This is an optimization exercise on Yosys and OpenROAD, whose aim is small area, not a production implementation.
Where RTL was checked, it was by simulation tests only, not by an equivalence proof against the original.
No activity file was given, so power comes from the tool's default toggle rates.

==> inputs of job 903 <==
==> flow/design.v (excerpt) <==
module mos_core (
  input  wire        clk,
  input  wire        rst,         
  input  wire        cmd_valid,
  input  wire [1:0]  cmd_port,    
  input  wire [31:0] cmd_word,
  input  wire        tmr_clk_i,   
  output reg         res_valid,
  output wire [31:0] res_word,
  output wire        rb_ne_o,
  output wire        rb_nf_o,
  output wire        svc_pend_o,
  output wire        task_due_o
);
Settings: LEC_CHECK=0, CAP_MARGIN=20, CORE_MARGIN=2, CORE_UTILIZATION=50, CTS_BUF_LIST=sky130_fd_sc_hd__clkbuf_8, CTS_CLUSTER_SIZE=40, SLEW_MARGIN=20; clock period 10.0 ns.
run.sh (not shown) runs the stock make flow with config.mk's settings and CLKGATE_MAP_FILE= SYNTH_SCRIPT=/design/flow/synth_recipe.tcl, a recipe that flattens the netlist after the stock synthesis.
==> job 1381: changes against job 903 <==
--- a/flow/design.v
+++ b/flow/design.v
@@ -31,13 +31,13 @@
         x = x[7] ? ((x << 1) ^ 8'h9B) : (x << 1);
       crc8_step = x;
     end
   endfunction
   reg [3:0]  rb_head, rb_tail;
   reg [7:0][7:0] rb_mem;
-  reg [3:0]  svc_reg, svc_pend, svc_wr, svc_rdef;
+  reg [3:0]  svc_reg, svc_pend, svc_wr;
   reg [3:0][2:0] svc_plen;
   reg [3:0][7:0] svc_resp;
   reg [3:0][6:0][7:0] svc_param;
   reg [2:0]  svc_ssp;
   reg [2:0]  fv_st;
   reg [1:0]  fv_qport, fv_pidx;
@@ -127,13 +127,13 @@
   wire cs_w30  = cs_wr && a == 8'h30;
   wire cs_w31  = cs_wr && a == 8'h31;
   wire rb_push_do = rb_push && !rb_full;
   wire rb_pop_do  = rb_pop && !rb_empty;
   wire [2:0] sv_plen_a = plen_g[ai];
   wire [1:0] resp_idx  = unit[0] ? fv_qport : ai;
-  wire [7:0] resp_sel  = svc_rdef[resp_idx] ? 8'hFF : svc_resp[resp_idx];
+  wire [7:0] resp_sel  = svc_resp[resp_idx];
   wire sv_reg_do  = sv_reg && a_is_port && !svc_reg[ai] && d[7:3] == 5'd0;
   wire sv_del_do  = sv_del && a_is_port;
   wire sv_done_do = sv_done && a_is_port && svc_pend[ai];
   reg        sv_found;
   reg [1:0]  sv_sel;
   integer j;
@@ -233,17 +233,39 @@
   wire        tick     = tmr_ev && (count_c == 16'd0);
   wire [11:0] add_p  = cmd_word[11:0];
   wire [11:0] add_d  = cmd_word[23:12];
   wire        add_dz = (add_d == 12'd0);
   wire [11:0] add_pmx = (add_p == 12'd0) ? 12'd1 : add_p;     
   wire [11:0] add_x   = add_dz ? add_pmx : add_d;
-  wire [11:0] add_w   = add_x - 12'd1;                       
+  wire [11:0] add_w   = dec12(add_x);                       
   wire        add_w0  = (add_x == 12'd1);
   wire        add_inc = tick && add_w0;
   wire [11:0] add_s   = !tick ? add_x : add_w0 ? add_pmx : add_w;
   wire [7:0]  add_run = {6'd0, add_dz & add_inc, add_dz ^ add_inc};
+  function [11:0] dec12(input [11:0] x);
+    integer n;
+    reg z;
+    begin
+      z = 1'b1;                      
+      for (n = 0; n < 12; n = n + 1) begin
+        dec12[n] = x[n] ^ z;
+        z = z & !x[n];
+      end
+    end
+  endfunction
+  function [15:0] dec16(input [15:0] x);
+    integer n;
+    reg z;
+    begin
+      z = 1'b1;
+      for (n = 0; n < 16; n = n + 1) begin
+        dec16[n] = x[n] ^ z;
+        z = z & !x[n];
+      end
+    end
+  endfunction
   function [7:0] updn8(input [7:0] x, input dn);
     integer n;
     reg t;
     begin
       t = 1'b1;
       for (n = 0; n < 8; n = n + 1) begin
@@ -331,21 +353,22 @@
         2'd1: sc_data = {4'h0, sch_period[a[1:0]]};
         2'd2: sc_data = {8'h00, sch_run[a[1:0]]};
         default: sc_data = 16'h0001;
       endcase
   end
   wire sv_okp = sv_port && a_is_port;
+  wire [6:0][7:0] par_pb = svc_param[ai];
   wire [15:0] data =
       ({16{rb_pop && !rb_empty}}           & {8'h00, rb_mem[rb_tail[2:0]]})
     | ({16{rb_len}}                        & {12'h000, rb_count})
     | ({16{fv_tx}}                         & {8'h00, tx_data})
     | ({16{sv_next && sv_found}}           & {12'h001, 2'b00, sv_sel})
     | ({16{sv_okp && sv_isr}}              & {15'h0, svc_reg[ai]})
     | ({16{sv_okp && sv_plen}}             & {13'h0, sv_plen_a})
     | ({16{sv_okp && sv_resp}}             & {8'h00, resp_sel})
-    | ({16{sv_okp && sv_rdp && !sv_rdp_bad && svc_wr[ai]}} & {8'h00, svc_param[ai][d[2:0]]})
+    | ({16{sv_okp && sv_rdp && !sv_rdp_bad && svc_wr[ai]}} & {8'h00, par_pb[d[2:0]]})
     | ({16{sc_add && !sch_inflight}}       & {14'h0, sc_fsel})
     | ({16{sc_next && !sch_inflight}}      & {14'h0, sc_sel})
     | ({16{sc_rd && a_hnd}}                & sc_data)
     | ({16{cs_rd}}                         & cs_data);
   integer k;
   always @(posedge clk) begin
@@ -365,41 +388,38 @@
       if (rb_push && !rb_full && rb_head[2:0] == k) rb_mem[k] <= b;
   end
   always @(posedge clk) begin
     if (rst) begin
       svc_reg  <= 4'd0;
       svc_pend <= 4'd0;
-      svc_rdef <= 4'hF;
       svc_ssp  <= 3'd0;
     end else begin
       if (sv_next) svc_ssp <= sv_found ? {1'b0, sv_sel} + 3'd1 : 3'd0;
       for (k = 0; k < 4; k = k + 1) begin
         if (sv_reg_do && ai == k) begin
           svc_reg[k]  <= 1'b1;
           svc_pend[k] <= 1'b0;
-          svc_rdef[k] <= 1'b1;
         end
         if (sv_del_do && ai == k) begin
           svc_reg[k]  <= 1'b0;
           svc_pend[k] <= 1'b0;
         end
         if (sv_done_do && ai == k) begin
           svc_pend[k] <= 1'b0;
-          svc_rdef[k] <= 1'b0;
         end
         if (commit && fv_pidx == k)
           svc_pend[k] <= 1'b1;
       end
     end
     for (k = 0; k < 4; k = k + 1) begin
       if (sv_reg_do && ai == k) begin
         svc_plen[k] <= d[2:0];
         svc_wr[k]   <= 1'b0;
       end
-      if (sv_done_do && ai == k)
-        svc_resp[k] <= b;
+      if (rst || (sv_reg_do || sv_done_do) && ai == k)
+        svc_resp[k] <= (rst || sv_reg) ? 8'hFF : b;
       if (commit && fv_pidx == k) begin
         svc_wr[k] <= 1'b1;
         for (j = 0; j < 7; j = j + 1)
           svc_param[k][j] <= fv_fbuf[j];
       end
     end
@@ -451,13 +471,13 @@
       end
     end
     for (k = 0; k < 4; k = k + 1) begin
       if (sc_add_do && sc_fsel == k)
         sch_period[k] <= add_p;
       if (slot_add[k] || (tick && sch_occ[k] && (slot_dnz[k] || sch_period[k] != 12'd0)))
-        sch_delay[k] <= slot_s[k] - 12'd1;
+        sch_delay[k] <= dec12(slot_s[k]);
       if (slot_add[k])
         sch_run[k] <= add_run;
       else if (slot_inc[k] ? (!slot_dec[k] && sch_run[k] != 8'd255) : slot_dec[k])
         sch_run[k] <= updn8(sch_run[k], slot_dec[k]);
     end
   end
@@ -466,11 +486,11 @@
       tmr_en     <= 1'b0;
       tmr_reload <= 16'd0;
       tmr_count  <= 16'd0;
     end else begin
       tmr_en     <= en_c;
       if (cs_w31) tmr_reload <= d;
-      if (tmr_ev) tmr_count <= tick ? reload_c : count_c - 16'd1;
+      if (tmr_ev) tmr_count <= tick ? reload_c : dec16(count_c);
       else if (en_load) tmr_count <= tmr_reload;
     end
   end
 endmodule
==> flow/flow/run.sh (new file) <==
#!/bin/bash
set -euo pipefail
export BUFFER_PORTS_ARGS="-buffer_cell sky130_fd_sc_hd__buf_1"
export CTS_ARGS="-sink_clustering_enable -repair_clock_nets -sink_clustering_size 30 -sink_clustering_max_diameter 100 -dont_use_dummy_load"
bash standard.sh > standard.log 2>&1
==> flow/standard.sh (new file) <==
#!/bin/bash
# synth_recipe.tcl (not shown) runs the flow's synth.tcl, then flattens the netlist and writes it again
# the make line also repeats each setting of config.mk as NAME=value (left out here)
make -C /OpenROAD-flow-scripts/flow DESIGN_CONFIG=/design/flow/config.mk WORK_HOME=/design/flow/orfs CLKGATE_MAP_FILE= SYNTH_SCRIPT=/design/flow/synth_recipe.tcl "${@:-finish}"
- CTS_BUF_LIST: sky130_fd_sc_hd__clkbuf_8 -> not set
- CTS_CLUSTER_DIAMETER: not set -> 100
- CTS_CLUSTER_SIZE: 40 -> 30
removed: flow/run.sh
==> run summary <==
clock sinks 628; Worst path slowest cell nor4_4; CORE AREA 61400 sq um; Pwr Total 4370 uW; Placed Area 32100 sq um; status complete, no violations; Seq/total area 53.8%; Mean Syn Cell Area 12.9 sq um
The numbers above come from job 1381.

==> run summary <==
Placed Area 33600 sq um; CORE AREA 63300 sq um; Pwr Total 5550 uW; Seq/total area 49.6%; status complete, no violations; Mean Syn Cell Area 12.0 sq um; Worst path slowest cell clkdlybuf4s50_1; clock sinks 632
The numbers above come from job 903.

The RTL of job 903 was laid out without a check of its function.

-- separate check: timing with driven ports --
No port has a modelled driver above. Below, the same layouts with a new extraction and two added sets of constraints. Step 1: set_driving_cell puts a clkbuf_16 on clk and a buf_2 on each other input, an assumption about the parent block. Step 2 also shifts input and output timing later by t, the mid clock arrival at the registers, as if the neighbouring blocks saw the same clock. a / b / c = ideal / step 1 / step 2; a / b = the first two.
run	t, ns	setup WS [ns]	worst slew at a driven data input, ns
job 903	0.777	1.910 / 1.948 / 1.171	0.07
job 1381	0.663	1.669 / 1.712 / 1.049	0.04
After both steps every run listed still meets setup and hold. The setup slack of job 903, which loses most, moves by +0.038 ns with the drivers and by -0.739 ns with both steps.
